Source: an optimization exercise on an open RTL-to-GDS flow (aim: small area, a short achievable clock period and few clock cycles). Production flows keep margins and buffers that such runs may drop.
Only simulation tests tie the RTL to the original design; equivalence was not proved.
Power is estimated from default activity; no workload was simulated.

`flow/design.v`:
```
module pcx2sms_core (
    input  wire         clk,
    input  wire         rst,
    input  wire         host_we,
    input  wire [3:0]   host_addr,
    input  wire [31:0]  host_wdata,
    output reg  [31:0]  host_rdata,
    input  wire [1:0]   buf_sel,
    input  wire [6:0]   buf_idx,
    output reg  [7:0]   buf_rdata,
    output wire         sr_req,
    input  wire         sr_ack,
    input  wire         sr_err,
    input  wire [4:0]   sr_n,
    input  wire [127:0] sr_data
);
    localparam WIN_CAP   = 16;
    localparam MAX_WIDTH = 32;
    localparam ST_IDLE = 2'd0, ST_READY = 2'd1, ST_BUSY = 2'd2, ST_ERROR = 2'd3;
    localparam C_NOP = 4'd0, C_START = 4'd1, C_PACK = 4'd2, C_DECODE = 4'd3, C_FILL = 4'd4;
    localparam E_TRUNC = 4'd1, E_OVERRUN = 4'd2, E_DIM = 4'd3, E_IO = 4'd4,
               E_SEQ = 4'd5, E_ILLEGAL = 4'd6;
    localparam M_START    = 4'd0,   
               M_REFILL   = 4'd1,   
               M_RUN_B0   = 4'd2,   
               M_RUN_B1   = 4'd3,   
               M_RUN_DONE = 4'd4,   
               M_SL_LOOP  = 4'd5,   
               M_SL_CHECK = 4'd6,   
               M_SL_WRITE = 4'd7,   
               M_PACK     = 4'd8,   
               M_DONE     = 4'd9;   
    reg  [1:0]  state;
    reg  [3:0]  cur_cmd;
    reg  [3:0]  ms, ret_ms;
    reg         cmd_ignored;
    reg  [3:0]  err_code;
    reg  [31:0] err_offset;
    reg  [31:0] width_reg;
    reg  [31:0] w_latched;
    reg  [31:0] in_offset;
    reg  [31:0] refill_count;
    reg  [4:0]  in_cursor;
    reg  [4:0]  in_filled;
    reg         eos;
    reg  [7:0]  run_value;
    reg  [5:0]  run_length;
    reg  [5:0]  sl_cursor;
    reg  [7:0]  code_b0;
    reg  [31:0] code_start;
    reg  [5:0]  remaining;
    reg  [2:0]  pk_row;
    reg  [1:0]  pk_col;
    reg  [7:0]  win  [0:WIN_CAP-1];
    reg  [7:0]  scan [0:MAX_WIDTH-1];
    reg  [7:0]  tile [0:4*MAX_WIDTH-1];
    wire [5:0]  w6 = w_latched[5:0];
    wire        width_legal = (w_latched != 32'd0) && (w_latched[2:0] == 3'd0) &&
                              (w_latched <= MAX_WIDTH);
    assign sr_req = (state == ST_BUSY) && (ms == M_REFILL);
    wire [7:0]  win_byte  = win[in_cursor[3:0]];
    wire        win_empty = (in_cursor == in_filled);
    wire        win_last  = (in_cursor + 5'd1 == in_filled);
    wire        ctrl_wr  = host_we && (host_addr == 4'd0);
    wire [3:0]  cmd      = host_wdata[3:0];
    wire        illegal  = (host_wdata[31:4] != 28'd0) || (cmd >= 4'd5);
    reg  [7:0]  plane [0:3];
    integer p, b;
    always @(*) begin
        for (p = 0; p < 4; p = p + 1) begin
            plane[p] = 8'd0;
            for (b = 0; b < 8; b = b + 1)
                plane[p][7-b] = scan[{sl_cursor[4:3], b[2:0]}][p];
        end
    end
    integer i;
    always @(posedge clk) begin
        if (rst) begin
            state        <= ST_IDLE;
            cur_cmd      <= C_NOP;
            ms           <= M_START;
            ret_ms       <= M_DONE;
            cmd_ignored  <= 1'b0;
            err_code     <= 4'd0;
            err_offset   <= 32'd0;
            width_reg    <= 32'd0;
            w_latched    <= 32'd0;
            in_offset    <= 32'd0;
            refill_count <= 32'd0;
            in_cursor    <= 5'd0;
            in_filled    <= 5'd0;
            eos          <= 1'b0;
            run_value    <= 8'd0;
            run_length   <= 6'd0;
            sl_cursor    <= 6'd0;
            code_b0      <= 8'd0;
            code_start   <= 32'd0;
            remaining    <= 6'd0;
            pk_row       <= 3'd0;
            pk_col       <= 2'd0;
        end else begin
            if (host_we && host_addr == 4'd2)
                width_reg <= host_wdata;
            if (ctrl_wr) begin
                if (state == ST_BUSY) begin
                    cmd_ignored <= 1'b1;
                end else if (state == ST_ERROR && (illegal || (cmd != C_NOP && cmd != C_START))) begin
                    cmd_ignored <= 1'b1;
                end else if (illegal) begin
                    err_code   <= E_ILLEGAL;
                    err_offset <= in_offset;
                    state      <= ST_ERROR;
                end else if (state == ST_IDLE && cmd != C_NOP && cmd != C_START) begin
                    err_code   <= E_SEQ;
                    err_offset <= in_offset;
                    state      <= ST_ERROR;
                end else begin
                    case (cmd)
                        C_START: begin
                            state        <= ST_BUSY;
                            cur_cmd      <= C_START;
                            ms           <= M_START;
                            err_code     <= 4'd0;
                            err_offset   <= 32'd0;
                            cmd_ignored  <= 1'b0;
                            in_cursor    <= 5'd0;
                            in_filled    <= 5'd0;
                            eos          <= 1'b0;
                            in_offset    <= 32'd0;
                            refill_count <= 32'd0;
                            run_value    <= 8'd0;
                            run_length   <= 6'd0;
                            sl_cursor    <= 6'd0;
                            w_latched    <= width_reg;
                        end
                        C_PACK: begin
                            state   <= ST_BUSY;
                            cur_cmd <= C_PACK;
                            ms      <= M_PACK;
                            pk_row  <= 3'd0;
                            pk_col  <= 2'd0;
                        end
                        C_DECODE: begin
                            state   <= ST_BUSY;
                            cur_cmd <= C_DECODE;
                            ms      <= M_RUN_B0;
                        end
                        C_FILL: begin
                            state     <= ST_BUSY;
                            cur_cmd   <= C_FILL;
                            ms        <= M_SL_LOOP;
                            sl_cursor <= 6'd0;
                        end
                        default: ;   
                    endcase
                end
            end
            if (state == ST_BUSY) begin
                case (ms)
                    M_START: begin
                        if (!width_legal) begin
                            err_code   <= E_DIM;
                            err_offset <= 32'd0;
                            state      <= ST_ERROR;
                        end else begin
                            sl_cursor    <= w6;
                            refill_count <= refill_count + 32'd1;
                            ms           <= M_REFILL;
                            ret_ms       <= M_DONE;
                        end
                    end
                    M_REFILL: begin
                        if (sr_ack) begin
                            if (sr_err) begin
                                err_code   <= E_IO;
                                err_offset <= in_offset;
                                state      <= ST_ERROR;
                            end else begin
                                for (i = 0; i < WIN_CAP; i = i + 1)
                                    if (i < sr_n)
                                        win[i] <= sr_data[8*i +: 8];
                                in_filled <= sr_n;
                                in_cursor <= 5'd0;
                                if (sr_n == 5'd0)
                                    eos <= 1'b1;
                                ms <= ret_ms;
                            end
                        end
                    end
                    M_RUN_B0: begin
                        code_start <= in_offset;
                        if (win_empty) begin
                            err_code   <= E_TRUNC;
                            err_offset <= in_offset;
                            state      <= ST_ERROR;
                        end else begin
                            code_b0   <= win_byte;
                            in_cursor <= in_cursor + 5'd1;
                            in_offset <= in_offset + 32'd1;
                            if (win_last) begin
                                refill_count <= refill_count + 32'd1;
                                ms           <= M_REFILL;
                                ret_ms       <= M_RUN_B1;
                            end else begin
                                ms <= M_RUN_B1;
                            end
                        end
                    end
                    M_RUN_B1: begin
                        if (code_b0[7:6] != 2'b11) begin
                            run_value  <= code_b0;
                            run_length <= 6'd1;
                            ms         <= (cur_cmd == C_DECODE) ? M_DONE : M_SL_CHECK;
                        end else if (win_empty) begin
                            err_code   <= E_TRUNC;
                            err_offset <= in_offset;
                            state      <= ST_ERROR;
                        end else begin
                            code_b0   <= win_byte;    
                            remaining <= code_b0[5:0];
                            in_cursor <= in_cursor + 5'd1;
                            in_offset <= in_offset + 32'd1;
                            if (win_last) begin
                                refill_count <= refill_count + 32'd1;
                                ms           <= M_REFILL;
                                ret_ms       <= M_RUN_DONE;
                            end else begin
                                ms <= M_RUN_DONE;
                            end
                        end
                    end
                    M_RUN_DONE: begin
                        run_value  <= code_b0;
                        run_length <= remaining;
                        ms         <= (cur_cmd == C_DECODE) ? M_DONE : M_SL_CHECK;
                    end
                    M_SL_LOOP: begin
                        if (sl_cursor < w6) begin
                            ms <= M_RUN_B0;
                        end else begin
                            sl_cursor <= 6'd0;
                            ms        <= (cur_cmd == C_PACK) ? M_PACK : M_DONE;
                        end
                    end
                    M_SL_CHECK: begin
                        if ({1'b0, sl_cursor} + {1'b0, run_length} > {1'b0, w6}) begin
                            err_code   <= E_OVERRUN;
                            err_offset <= code_start;
                            state      <= ST_ERROR;
                        end else begin
                            remaining <= run_length;
                            ms        <= M_SL_WRITE;
                        end
                    end
                    M_SL_WRITE: begin
                        if (remaining == 6'd0) begin
                            ms <= M_SL_LOOP;
                        end else begin
                            scan[sl_cursor[4:0]] <= run_value;
                            sl_cursor <= sl_cursor + 6'd1;
                            remaining <= remaining - 6'd1;
                        end
                    end
                    M_PACK: begin
                        if (sl_cursor == w6) begin
                            sl_cursor <= 6'd0;
                            ms        <= M_SL_LOOP;
                        end else begin
                            for (p = 0; p < 4; p = p + 1)
                                tile[{pk_col, pk_row, p[1:0]}] <= plane[p];
                            sl_cursor <= sl_cursor + 6'd8;
                            if ({pk_col, 3'b000} + 6'd8 == w6) begin
                                pk_col <= 2'd0;
                                if (pk_row == 3'd7)
                                    ms <= M_DONE;
                                else
                                    pk_row <= pk_row + 3'd1;
                            end else begin
                                pk_col <= pk_col + 2'd1;
                            end
                        end
                    end
                    M_DONE: begin
                        state   <= ST_READY;
                        cur_cmd <= C_NOP;
                    end
                    default: ms <= M_DONE;
                endcase
            end
        end
    end
    always @(*) begin
        case (host_addr)
            4'd1:    host_rdata = {24'd0, err_code, 1'b0, cmd_ignored, state};
            4'd2:    host_rdata = width_reg;
            4'd3:    host_rdata = w_latched;
            4'd4:    host_rdata = in_offset;
            4'd5:    host_rdata = {eos, 6'd0, 4'd0, in_filled, 7'd0, 4'd0, in_cursor};
            4'd6:    host_rdata = {18'd0, run_length, run_value};
            4'd7:    host_rdata = {26'd0, sl_cursor};
            4'd8:    host_rdata = err_offset;
            4'd9:    host_rdata = refill_count;
            default: host_rdata = 32'd0;
        endcase
    end
    always @(*) begin
        case (buf_sel)
            2'd0:    buf_rdata = win[buf_idx[3:0]];
            2'd1:    buf_rdata = scan[buf_idx[4:0]];
            2'd2:    buf_rdata = tile[buf_idx];
            default: buf_rdata = 8'd0;
        endcase
    end
endmodule
```
`flow/run.sh`:
```
#!/bin/bash
# synth_recipe.tcl (not shown) runs the flow's synth.tcl, then flattens the netlist and writes it again
# the make line also repeats each setting of config.mk as NAME=value (left out here)
make -C /OpenROAD-flow-scripts/flow DESIGN_CONFIG=/design/flow/config.mk WORK_HOME=/design/flow/orfs CLKGATE_MAP_FILE= SYNTH_SCRIPT=/design/flow/synth_recipe.tcl finish
```
`flow/config.mk`:
```
export PLATFORM = sky130hd
export DESIGN_NAME = pcx2sms_core
export DESIGN_NICKNAME = pcx2sms_core
export VERILOG_FILES = /design/flow/design.v
export SDC_FILE = /design/flow/constraint.sdc
export NUM_CORES = 4
export LEC_CHECK = 0
export CAP_MARGIN = 20
export CORE_MARGIN = 2
export CORE_UTILIZATION = 40
export SLEW_MARGIN = 20
```
`flow/constraint.sdc`:
```
create_clock -name core_clock -period 8.0 [get_ports {clk}]
set_input_delay 1.6000 -clock core_clock [delete_from_list [all_inputs] [get_ports {clk}]]
set_output_delay 1.6000 -clock core_clock [all_outputs]
set_load 0.01 [all_outputs]
```
==> impl_metrics.csv <==
group,metric,value,unit
outcome,outcome,"no timing/DRC/antenna violations",
layout,fin_area,81700,um2
detailed_routing,detail_route.vias_per_cell,6.15,
power_and_ir_drop,fraction_of_power_consumed_by_the_clock_network,43.8,%
placed_design,place.gp.congestion,0.961,
cts,postCtsResizedCells,0,
detailed_routing,route.vias.total,44200,
cts,hold_buffers,0,
power_and_ir_drop,cellInternalPower,14000,uW
critical_path,path_depth,9,
sta,max-slew-margin-rel,18.7,%
cts,clock-root-buffer,"sky130_fd_sc_hd__clkbuf_16",
min_path,holdCritPathClass,"register to register",
critical_path,critical_path.max_stage_delay,0.58,ns
floorplan,die-width,425,um
critical_path,setup.worst_path.end,"buf_rdata[3]",
global_route,antenna_found_initial,33,
power_and_ir_drop,ir_worst_vdd,0.000236,V
yosys,netlist.area_leader.share,59.8,%
cts,cts_post_setup_buffers_inserted,0,
cts,cts_htree_levels,4,
yosys,synth_sequential_area_ratio,67.2,%
floorplan,die_area,180000,um2
detailed_routing,wirelength,222,mm
yosys,synth_nets,4667,
flow_run,timing.max_cap.violations,0,
yosys,synth_top_cell_by_area,"sky130_fd_sc_hd__edfxtp_1",
critical_path,critical_path.slowest_cell,"sky130_fd_sc_hd__clkdlybuf4s50_1",
critical_path,type_of_origin_of_the_critical_path,"input port",
yosys,asyncSetResetFlopFracSynth,0,%
cts,cts-buffers-inserted,173,
layout,seqCellArea,47500,um2
sta,final-setup-viol-count,0,
critical_path,crit_path_cell_trace,"buf_8 > buf_12 > mux4_2 > mux4_2 > mux2i_1 > nor2_1 > nor4_1 > o21ai_1 > clkdlybuf4s50_1",
power_and_ir_drop,powerDensity,219,nW/um2
sta,clock_skew,0.0591,ns
critical_path,timing_worst_setup_path_type,"input port to output pin",
cts,cts_sinks,1669,
critical_path,wp_buf_inv,3,
power_and_ir_drop,p_total,17900,uW
global_route,grt_overflow_total,0,
sta,tightestPinTransition,1.22,ns
yosys,syn_area_per_cell,15.9,um2
layout,fraction_of_final_layout_cells_sized_beyond_drive_strength_1,19.3,%
floorplan,core.rowCount,154,
sta,clock.fmax,0.143,GHz
detailed_routing,wl_per_cell,30.9,um
sta,setup_slack,1.01,ns
power_and_ir_drop,pwr-share-comb,4.2,%
placed_design,place_inst,6835,
global_route,pin_count_of_the_biggest_net_entering_global_routing,91,
floorplan,dieHeight,425,um
power_and_ir_drop,netSwitchingFraction,21.6,%
placed_design,dp_worst_setup_slack,0.993,ns
global_route,grt_pass1_vias,42300,
yosys,synth.top_cells.by_area,"sky130_fd_sc_hd__edfxtp_1, sky130_fd_sc_hd__mux4_2, sky130_fd_sc_hd__dfxtp_1",
critical_path,cp-startpoint,"buf_idx[0]",
detailed_routing,detail-route-antenna-nets,0,
yosys,synth_cells,4440,
critical_path,critical_path.most_common_cell,"sky130_fd_sc_hd__mux4_2",
sta,drv_slew,0,
yosys,syn_area,70700,um2
yosys,synth_cell_types,93,
sta,finalHoldViolCount,0,
layout,filler_cell_count,14900,
layout,multiInputGateArea,22000,um2
detailed_routing,route.detailed.drc,0,
yosys,post-synth-top-count-cell,"sky130_fd_sc_hd__edfxtp_1",
critical_path,critical_path_data_arrival_time,5.39,ns
critical_path,reg2reg_from,"ms[2]",
sta,period_share,87.4,%
floorplan,initial_core_util,40.2,%
sta,setup_total_negative_slack,0,ns
layout,nNetsFinal,4900,
detailed_routing,drt_pre_antenna_iters,9,
critical_path,cp-end-kind,"output pin",
critical_path,critical_path_required,6.40,ns
detailed_routing,detail_route.iter0.violations,6444,
global_route,grtUsageTotal,24.3,%
power_and_ir_drop,seq_power_share,52.0,%
power_and_ir_drop,leakage_power,0.0257,uW
yosys,number_of_enable_type_register_cells_in_the_synthesized_netlist,1408,
cts,clkSlewWorstSetupHoldPaths,0.05,ns
critical_path,reg2regPathDepth,6,
placed_design,dpl_cell_area,76000,um2
sta,finalCriticalPeriod,6.99,ns
placed_design,placement.io_buffers,223,
power_and_ir_drop,power_switching,3870,uW
cts,max-clock-path-buffers,3,
yosys,synth.yosys.warnings,3,
critical_path,critPathMaxFanout,55,
yosys,ys_dominant_reg_cell,"sky130_fd_sc_hd__edfxtp_1",
critical_path,regToRegSetupSlack,3.04,ns
layout,area.growth.synth_to_final,15.5,%
global_route,global_route_wire_length_before_repair,314,mm
layout,layoutNonFillerInstCount,7182,
placed_design,dpl.hpwl,147,mm
cts,clock_insertion_delay_worst_skew,0.83,ns
yosys,synth_commonest_cells,"sky130_fd_sc_hd__edfxtp_1, sky130_fd_sc_hd__mux4_2, sky130_fd_sc_hd__nand2_1",
yosys,synth_seq_cells,1669,
critical_path,timing.critical_path.max_delay_family,"buffers and inverters",
floorplan,boundaryPins,224,
critical_path,crit-reg2reg-capture,"win[8][6]",
floorplan,core_area,176000,um2
layout,largest_register_ff_count,1024,
cts,cts_tree,"yes",
sta,grt_setup_unrepaired,"no",
power by group through the flow:
stage	clock network [uW]	logic (uW)	registers [uW]
after floorplan	0	446	9490
after global routing	8300	786	9310
after detailed placement	0	753	9500
after global placement	0	753	9500
final	7830	755	9310
after CTS	7950	758	9310
logic make-up (layout without fill, tap and decap cells):
group           after synthesis  after routing  share of synthesized area (%)
simple gates               1009           1009                           6.77
fa+ha+maj                    44             44                          0.789
flops                      1669           1669                           67.2
xor+xnor                     29             29                          0.359
other cells                   0             28                              0
compound gates              833            833                           8.00
mux                         503            503                           14.7
buf+inv                     353            727                           2.24
final cells by class:
type	count	area share (%)
sequential	1669	58.2
multi-input combinational	2418	26.9
clock buffer	219	5.64
timing repair buffer	365	4.25
tap	2340	3.58
clock inverter	97	1.12
inverter	46	0.211
antenna	28	0.0858
how the worst min path moves through the flow:
stage                                 to  depth (start not counted)            from
after floorplan              err_code[3]                          2     err_code[3]
after global placement       err_code[3]                          2     err_code[3]
after detailed placement     err_code[3]                          2     err_code[3]
after CTS                    err_code[3]                          2     err_code[3]
after global routing      code_start[25]                          2  code_start[25]
final                     code_start[14]                          2  code_start[14]
routing by layer:
layer | up-vias | share of wire [%] | GRT usage, %
met3 | 391 | 9.4 | 4.96
li1 | 18400 | - | -
met5 | - | 0 | 0
met1 | 22900 | 40 | 33.7
met2 | 2499 | 46 | 36.9
met4 | 0 | 4.5 | 11.0
stage by stage:
step / hold WS [ns] / utilization (%)
detailed placement: 0.442 / 43.2
global route: 0.470 / 46.4
floorplan: 0.421 / -
global placement: 0.436 / 43.2
finish: 0.454 / 46.4
CTS: 0.448 / 46.4
worst min-delay path: stages (launching register included):
cell and delay (ns):
sky130_fd_sc_hd__dfxtp_1 0.31, sky130_fd_sc_hd__nand2_1 0.05, sky130_fd_sc_hd__a21oi_1 0.05
cells in the final DEF, fill, tap and decap left out, types with 33 or more instances in the layout:
cell type                         instances
sky130_fd_sc_hd__mux4_2                 421
sky130_fd_sc_hd__clkdlybuf4s50_1        216
sky130_fd_sc_hd__nand3_1                110
sky130_fd_sc_hd__nand2_1                367
sky130_fd_sc_hd__edfxtp_1              1408
sky130_fd_sc_hd__a21oi_1                222
sky130_fd_sc_hd__nor3_1                  51
sky130_fd_sc_hd__clkbuf_1                38
sky130_fd_sc_hd__mux2i_1                 55
sky130_fd_sc_hd__nor2_4                  33
sky130_fd_sc_hd__a211oi_1                39
sky130_fd_sc_hd__ha_1                    43
sky130_fd_sc_hd__o21ai_0                 70
sky130_fd_sc_hd__a32oi_1                 37
sky130_fd_sc_hd__clkinv_1                42
sky130_fd_sc_hd__o21ai_1                 56
sky130_fd_sc_hd__a22oi_1                120
sky130_fd_sc_hd__inv_1                   43
sky130_fd_sc_hd__a21o_1                  37
sky130_fd_sc_hd__nand4_1                 34
sky130_fd_sc_hd__dfxtp_1                253
sky130_fd_sc_hd__clkbuf_16              175
sky130_fd_sc_hd__nor2_1                 180
sky130_fd_sc_hd__buf_4                  129
Testbench counts, summed over its fixed seeds: cycles 72,896.

[static timing again, ports no longer ideal]
How much do the figures lean on ideal ports? The routed layout below was timed once more, with nothing changed but the port constraints.
Step 1: set_driving_cell puts a clkbuf_16 on clk and a buf_2 on each other input, an assumption about the parent block.
Step 2 also shifts input and output timing later by t, the mid clock arrival at the registers, as if the neighbouring blocks saw the same clock.
a / b / c = no drivers / after step 1 / after step 2; a / b = the first two.
t, ns: 0.892
setup WS [ns]: 1.011 / 0.965 / 0.965
worst setup path at the end: input to output
clock arrival spread, ns: 0.070 / 0.070
worst register clock-pin slew, ns: 0.07 / 0.07
After both steps setup and hold are still met in this run. The setup slack of this run moves by -0.046 ns with the drivers and by -0.046 ns with both steps.
